This design comes from an exercise in tuning for small area, a short achievable clock period and few clock cycles per item on the open sky130 flow, not from production work.
Where RTL was checked, it was by simulation tests only, not by an equivalence proof against the original.
Power and IR drop assume default switching activity.

Setup of job 9068:
==> flow/design.v (excerpt) <==
module netblk_rx (
    input  wire        clk,
    input  wire        rst,
    input  wire        in_valid,
    output wire        in_ready,
    input  wire [31:0] in_data,
    input  wire [2:0]  in_nbytes,    
    input  wire        in_last,
    output wire        res_valid,
    input  wire        res_ready,
    output reg  [2:0]  res_kind,
    output reg  [31:0] res_src,
    output reg  [7:0]  res_type,
    output reg  [15:0] res_id,
    output reg  [15:0] res_seq,
    output reg  [10:0] res_dlen,
    output reg  [1:0]  res_rstat,
    output reg  [15:0] res_ip_csum,
    output reg  [15:0] res_icmp_csum
);
    localparam [10:0] CNT0 = 11'd2020;    
    function [15:0] oc_add;
        input [15:0] a;
        input [15:0] b;
        reg   [15:0] g, p, g1, p1, g2, p2, g3, p3, g4;
        integer i;
        begin
            g = a & b;
            p = a ^ b;
            for (i = 0; i < 16; i = i + 1) begin
                g1[i] = g[i]  | (p[i]  & g[(i + 15) % 16]);
                p1[i] = p[i]  & p[(i + 15) % 16];
            end
  ...
For scale: roughly 780 cells after synthesis, about 160 I/O pins.
clock: 12.0 ns
lec_check: 0
cap_margin: 20
core_margin: 2
core_utilization: 55
cts_buf_list: sky130_fd_sc_hd__clkbuf_8
slew_margin: 20
standard.sh (not shown) runs the stock make flow with config.mk's settings and CLKGATE_MAP_FILE= SYNTH_SCRIPT=/design/flow/synth_recipe.tcl, a recipe that flattens the netlist after the stock synthesis.
==> flow/flow/run.sh <==
#!/bin/bash
# Standard synthesis, then the standard layout with plain buf_1 port buffers
# instead of the delay buffers buffer_ports picks by default, and timing
# repair aiming at a setup slack of 8.3 ns.
set -euo pipefail
bash standard.sh synth > synth.log 2>&1
bash standard.sh BUFFER_PORTS_ARGS="-buffer_cell sky130_fd_sc_hd__buf_1" SETUP_SLACK_MARGIN=8.3 finish > layout.log 2>&1
Testbench counts of job 9068, summed over its fixed seeds: cycles 117,999, packets 3,200.
Modified inputs, job 3637 compared to job 9068
Settings: removing CTS_BUF_LIST (formerly sky130_fd_sc_hd__clkbuf_8).
==> flow/flow/run.sh <==
#!/bin/bash
# Standard synthesis, then the standard layout with plain buf_1 port buffers
# instead of the delay buffers buffer_ports picks by default, and timing
# repair aiming at a setup slack of 8.9 ns.
set -euo pipefail
bash standard.sh synth > synth.log 2>&1
bash standard.sh BUFFER_PORTS_ARGS="-buffer_cell sky130_fd_sc_hd__buf_1" SETUP_SLACK_MARGIN=8.9 finish > layout.log 2>&1
## What came out
- Job 3637 has completed all stages; timing, DRC and antenna checks passed.
- Area overhead of the layout relative to synthesis was lower in the run labelled job 9068.
- Wire length on met3 ended up 4.1% lower on job 3637 than on job 9068.
- Between job 9068 and job 3637, number of fill cells in the layout decreased.
- Between job 3637 and job 9068, the fraction of final layout cells sized beyond drive strength 1 is lower for job 9068.
- Shortest clock period the worst path allows after layout ended up 130 ps lower on job 3637 than on job 9068.
- met1 wire length came out higher on job 3637 than on job 9068.
- Summary — worst setup margin, job 3637 relative to job 9068: higher, by 130 ps.
- Compared with job 9068, job 3637 ends up with a larger final cell area.
#### Input delta (job 1425 over job 3637)
==> flow/flow/run.sh <==
#!/bin/bash
# Standard synthesis, then the standard layout with plain buf_1 port buffers
# instead of the delay buffers buffer_ports picks by default, and timing
# repair aiming at a setup slack of 8.6 ns.
set -euo pipefail
bash standard.sh synth > synth.log 2>&1
bash standard.sh BUFFER_PORTS_ARGS="-buffer_cell sky130_fd_sc_hd__buf_1" SETUP_SLACK_MARGIN=8.6 finish > layout.log 2>&1
## What came out
Number of setup buffers added after CTS was lower in the run labelled job 1425.
Between job 3637 and job 1425, the flow reports layout filler cell count increasing by a little under 10%.
In the tables for job 1425 and job 3637, final critical-path required period reads lower with job 3637.
Summary of job 1425 over job 3637: maximum frequency has decreased; sequential share of layout area has increased; final worst slack has decreased.
Between job 1425 and job 3637, the tightest hold margin figures differ only marginally.
Relative to job 3637, met3 routing resource usage after global routing has decreased by 0.46 points in job 1425.
Job 1425 vs job 3637: final standard cell utilization of the core down in job 1425
Comparing the two runs side by side, job 1425 comes out ahead of job 3637 on final non-filler cell area.
On job 1425: met3 wire length is about 3% higher than what job 3637 gave.
### job 1425 -> job 9681
Settings: swapping 55 for 70 in CORE_UTILIZATION.
==> flow/flow/run.sh <==
#!/bin/bash
# Standard synthesis, then the standard layout with: plain buf_1 port
# buffers instead of the delay buffers buffer_ports picks by default; a
# clock tree of clkbuf_8 leaves under a clkbuf_16 root; and timing repair
# aiming at a setup slack of 8.45 ns.
set -euo pipefail
bash standard.sh synth > synth.log 2>&1
bash standard.sh \
  BUFFER_PORTS_ARGS="-buffer_cell sky130_fd_sc_hd__buf_1" \
  CTS_ARGS="-sink_clustering_enable -repair_clock_nets -buf_list sky130_fd_sc_hd__clkbuf_8 -root_buf sky130_fd_sc_hd__clkbuf_16" \
  SETUP_SLACK_MARGIN=8.45 \
  finish > layout.log 2>&1
[summary]
Relative to job 1425, the final cell area reported for job 9681 is lower.
Measured against each other, job 9681 and job 1425 differ in fraction of area in registers, the higher figure coming from job 9681.
Cmp job 9681 vs job 1425: routed wire length lower in job 9681
Diff job 1425 -> job 9681: detailed-routing wirelength on met1 has decreased, multi-input logic portion of the cell area has increased, number of buffers inserted to repair setup after CTS has decreased, count of sequential standard cells has remained practically unchanged.
Changes observed in job 9681 relative to job 1425: post-synthesis to final-layout area growth decreased 8.2 points, clock input transition at the sequential cells of the worst setup and hold paths picked up an extra 20 ps, combinational power lost about 14%.
When the final numbers for job 9681 and job 1425 were put side by side, the setup slack turned out to be greater in job 1425.

---

## run 1
netblk_rx, a different RTL version from the one above (not shown whole).
For scale: ~680 cells after synthesis, about 160 flip-flops, ~160 I/O pins, ~8100 um^2 of cells after synthesis.
export LEC_CHECK = 0
export CAP_MARGIN = 20
export CORE_MARGIN = 2
export CORE_UTILIZATION = 70
export SLEW_MARGIN = 20
create_clock -name core_clock -period 12.0 [get_ports {clk}]
==> flow/flow/run.sh <==
#!/bin/bash
# Standard synthesis, then the standard layout with: plain buf_1 port
# buffers instead of the delay buffers buffer_ports picks by default; a
# clock tree of clkbuf_8 leaves under a clkbuf_16 root; and timing repair
# aiming at a setup slack of 8.45 ns.
set -euo pipefail
bash standard.sh synth > synth.log 2>&1
bash standard.sh \
  BUFFER_PORTS_ARGS="-buffer_cell sky130_fd_sc_hd__buf_1" \
  CTS_ARGS="-sink_clustering_enable -repair_clock_nets -buf_list sky130_fd_sc_hd__clkbuf_8 -root_buf sky130_fd_sc_hd__clkbuf_16" \
  SETUP_SLACK_MARGIN=8.45 \
  finish > layout.log 2>&1
Run 1 completed every stage of the flow, and the final layout passed the timing, DRC and antenna checks.
#### Input delta (run 2 over run 1)
==> flow/flow/run.sh <==
#!/bin/bash
# Standard synthesis, then the standard layout with: plain buf_1 port
# buffers instead of the delay buffers buffer_ports picks by default; a
# clock tree of clkbuf_8 leaves under a clkbuf_16 root; and timing repair
# aiming at a setup slack of 8.55 ns.
set -euo pipefail
bash standard.sh synth > synth.log 2>&1
bash standard.sh \
  BUFFER_PORTS_ARGS="-buffer_cell sky130_fd_sc_hd__buf_1" \
  CTS_ARGS="-sink_clustering_enable -repair_clock_nets -buf_list sky130_fd_sc_hd__clkbuf_8 -root_buf sky130_fd_sc_hd__clkbuf_16" \
  SETUP_SLACK_MARGIN=8.55 \
  finish > layout.log 2>&1
==> comparison <==
Summary of the comparison: biggest cell delay along the critical path is lower in run 2, relative to run 1. Of the two values seen for end point of the critical path, res_icmp_csum[8] was produced by run 1 and res_dlen[5] by run 2. Number of buffers inserted by post-CTS setup repair (run 2 over run 1): increase, 4. Run 2 ended with less part of the power in registers than run 1. Run 1 vs run 2, startpoint of the worst setup timing path: res_icmp_csum[8]$_DFFE_PP_ vs res_dlen[5]$_SDFFCE_PP1P_. Measured against each other, run 1 and run 2 differ in number of antenna violations at the first check in global routing, the higher figure coming from run 2. | total chip power | higher: run 2 |.
No run of this note included a check of the RTL's function; only the layout flow was run.

---

The RTL this note starts from:
==> flow/design.v <==
module netblk_rx (
    input  wire        clk,
    input  wire        rst,
    input  wire        in_valid,
    output wire        in_ready,
    input  wire [31:0] in_data,
    input  wire [2:0]  in_nbytes,    
    input  wire        in_last,
    output wire        res_valid,
    input  wire        res_ready,
    output reg  [2:0]  res_kind,
    output reg  [31:0] res_src,
    output reg  [7:0]  res_type,
    output reg  [15:0] res_id,
    output reg  [15:0] res_seq,
    output reg  [10:0] res_dlen,
    output reg  [1:0]  res_rstat,
    output reg  [15:0] res_ip_csum,
    output reg  [15:0] res_icmp_csum
);
    localparam [10:0] CNT0 = 11'd2020;    
    function [15:0] oc_add;
        input [15:0] a;
        input [15:0] b;
        reg   [15:0] g, p, g1, p1, g2, p2, g3, p3, g4;
        integer i;
        begin
            g = a & b;
            p = a ^ b;
            for (i = 0; i < 16; i = i + 1) begin
                g1[i] = g[i]  | (p[i]  & g[(i + 15) % 16]);
                p1[i] = p[i]  & p[(i + 15) % 16];
            end
            for (i = 0; i < 16; i = i + 1) begin
                g2[i] = g1[i] | (p1[i] & g1[(i + 14) % 16]);
                p2[i] = p1[i] & p1[(i + 14) % 16];
            end
            for (i = 0; i < 16; i = i + 1) begin
                g3[i] = g2[i] | (p2[i] & g2[(i + 12) % 16]);
                p3[i] = p2[i] & p2[(i + 12) % 16];
            end
            for (i = 0; i < 16; i = i + 1)
                g4[i] = g3[i] | (p3[i] & g3[(i + 8) % 16]);
            for (i = 0; i < 16; i = i + 1)
                oc_add[i] = p[i] ^ g4[(i + 15) % 16];
        end
    endfunction
    function [15:0] oc_add3;
        input [15:0] a;
        input [15:0] b;
        input [15:0] c;
        reg   [15:0] s, y;
        begin
            s = a ^ b ^ c;
            y = (a & b) | (a & c) | (b & c);
            oc_add3 = oc_add(s, {y[14:0], y[15]});
        end
    endfunction
    reg        rdy;        
    reg        v1;
    reg [31:0] d1;
    reg [2:0]  nb1;
    reg        l1;
    reg        done;       
    reg        np;         
    reg        qv;         
    assign in_ready  = rdy;
    assign res_valid = done;
    wire accept = in_valid && rdy;
    wire c2     = v1 && !done;                
    wire absorb = v1 && done && !l1 && !qv;
    wire v1_next   = (v1 && !c2 && !absorb) || accept;
    wire l1_next   = accept ? in_last : l1;
    wire qv_next   = absorb || (qv && !c2);
    wire done_next = (c2 && l1) || (done && !res_ready);
    always @(posedge clk) begin
        if (rst) begin
            rdy  <= 1'b1;
            v1   <= 1'b0;
            done <= 1'b0;
            np   <= 1'b1;
            qv   <= 1'b0;
        end else begin
            rdy  <= !(done_next && v1_next && (l1_next || qv_next));
            v1   <= v1_next;
            done <= done_next;
            qv   <= qv_next;
            if (c2)
                np <= l1;
        end
    end
    always @(posedge clk) begin
        d1 <= in_data;
        if (accept) begin
            nb1 <= in_nbytes;
            l1  <= in_last;
        end
    end
    reg        icmp;       
    reg [31:0] w;
    always @(*) begin
        case (nb1)
            3'd0:    w = 32'h0000_0000;
            3'd1:    w = d1 & 32'hFF00_0000;
            3'd2:    w = d1 & 32'hFFFF_0000;
            3'd3:    w = d1 & 32'hFFFF_FF00;
            default: w = d1;
        endcase
    end
    wire [10:0] kb    = np ? (qv ? CNT0 + 11'd4 : CNT0) : res_dlen;
    wire [8:0]  kk    = kb[10:2];                   
    wire        at2   = (kk == 9'd507);
    wire        at3   = (kk == 9'd508);
    wire        at4   = (kk == 9'd509);
    wire        at5   = (kk == 9'd510);
    wire        at6   = (kk == 9'd511);
    wire        data  = !(kb[10] && kb[9]);         
    wire        full  = nb1[2];                     
    wire        lt20  = !data && (kk <= 9'd508 || (at4 && !full));
    wire        neg   = !data && !(at6 && full);    
    wire        big   = data && (kk > 9'd368 || (kk == 9'd368 && nb1 != 3'd0));
    wire [3:0]  clo   = {1'b0, kb[2:0]} + {1'b0, nb1};
    reg  [7:0]  chi;
    integer j;
    always @(*) begin
        for (j = 0; j < 8; j = j + 1)
            chi[j] = kb[3 + j] ^ (clo[3] & (&(kb[3 +: 8] | (8'hFF << j))));
    end
    wire [10:0] cnt_n = {chi, clo[2:0]};
    wire        ge3     = icmp && !neg;
    wire        is_req  = ge3 && (res_type == 8'd8);
    wire        src_lb  = (res_src[31:24] == 8'd127);
    wire        send_ok = is_req && !big && src_lb;
    wire        last    = l1;
    wire [15:0] abase = at3  ? 16'h0413 :
                        data ? res_icmp_csum : 16'd0;
    wire [15:0] af    = oc_add3(abase, w[31:16], w[15:0]);
    wire [15:0] ibase = at4 ? res_icmp_csum : res_ip_csum;
    wire [15:0] if1   = oc_add(ibase, {13'd0, nb1});
    always @(posedge clk) begin
        if (c2) begin
            if (at2) icmp <= (d1[23:16] == 8'd1);
            if (last && lt20)      res_src <= 32'd0;
            else if (at3)          res_src <= d1;
            if (last && !ge3)      res_type <= 8'd0;
            else if (at5)          res_type <= d1[31:24];
            if (last && !ge3) begin
                res_id  <= 16'd0;
                res_seq <= 16'd0;
            end else if (at6) begin
                res_id  <= d1[31:16];
                res_seq <= d1[15:0];
            end
            res_dlen <= (last && !ge3) ? 11'd0 : cnt_n;
            if (last)              res_icmp_csum <= send_ok ? ~af : 16'd0;
            else                   res_icmp_csum <= af;
            if (last)              res_ip_csum <= send_ok ? ~if1 : 16'd0;
            else                   res_ip_csum <= if1;
            if (last) begin
                res_kind  <= lt20                   ? 3'd0 :
                             !icmp                  ? 3'd1 :
                             neg                    ? 3'd2 :
                             (res_type == 8'd8)     ? 3'd3 :
                             (res_type == 8'd0)     ? 3'd4 : 3'd5;
                res_rstat <= !is_req ? 2'd0 :
                             big     ? 2'd2 :
                             !src_lb ? 2'd1 : 2'd0;
            end
        end
    end
endmodule
export LEC_CHECK = 0
export CAP_MARGIN = 20
export CORE_AREA = 5 5 205 205
export DIE_AREA = 0 0 210 210
export SLEW_MARGIN = 20
create_clock -name core_clock -period 12.0 [get_ports {clk}]
==> flow/flow/run.sh <==
#!/bin/bash
# Standard synthesis, then the standard layout with plain buf_1 port buffers
# instead of the delay buffers buffer_ports picks by default, and timing
# repair aiming at a setup slack of 8.6 ns.
set -euo pipefail
bash standard.sh synth > synth.log 2>&1
bash standard.sh BUFFER_PORTS_ARGS="-buffer_cell sky130_fd_sc_hd__buf_1" SETUP_SLACK_MARGIN=8.6 finish > layout.log 2>&1
Edit:
==> flow/flow/run.sh (replaced) <==
#!/bin/bash
# Standard synthesis, then the standard layout with plain buf_1 port buffers
# instead of the delay buffers buffer_ports picks by default, and timing
# repair aiming at a setup slack of 8.0 ns.
set -euo pipefail
bash standard.sh synth > synth.log 2>&1
bash standard.sh BUFFER_PORTS_ARGS="-buffer_cell sky130_fd_sc_hd__buf_1" SETUP_SLACK_MARGIN=8.0 finish > layout.log 2>&1
What happened: The changed run completed with no timing, DRC or antenna violations. Die area does not change. Sequential share of layout area increases by 6.7 points. Hold slack improved by 21 ps. Register-to-register slack got worse by 370 ps. Routed wire length decreases by roughly a tenth. Core utilization decreases by 5.0 points. Cell count decreases by a little under a tenth.
No functional check of the RTL was part of any run of this note.

## re-timing with driven ports
No port has a modelled driver above. Below, the same layouts with a new extraction and two added sets of constraints.
Step 1 sets driving cells, clkbuf_16 on the clock port and buf_2 on the other inputs (assumed; they add their load-dependent delay and slew).
Step 2 also shifts input and output timing later by t, the mid clock arrival at the registers, as if the neighbouring blocks saw the same clock.
Three values: ideal, step 1, step 2; two values: the first two.
run | t, ns | setup slack, ns | latest minus earliest clock arrival (ns)
job 9068 | 0.504 | 8.389 / 8.350 / 8.284 | 0.017 / 0.017
job 3637 | 0.473 | 8.523 / 8.478 / 8.594 | 0.011 / 0.011
job 1425 | 0.473 | 8.503 / 8.459 / 8.296 | 0.012 / 0.013
job 9681 | 0.434 | 8.483 / 8.440 / 8.341 | 0.010 / 0.010
run 1 | 0.433 | 8.511 / 8.470 / 8.212 | 0.019 / 0.020
run 2 | 0.434 | 8.553 / 8.511 / 8.180 | 0.016 / 0.016
the first run of note 3 | 0.480 | 8.375 / 8.334 / 8.513 | 0.020 / 0.019
the second run of note 3 | 0.483 | 8.140 / 8.140 / 8.140 | 0.013 / 0.014
After both steps setup and hold are still met in every run listed. For run 2, which loses most, drivers alone change the setup slack by -0.042 ns; drivers and shift together by -0.373 ns.
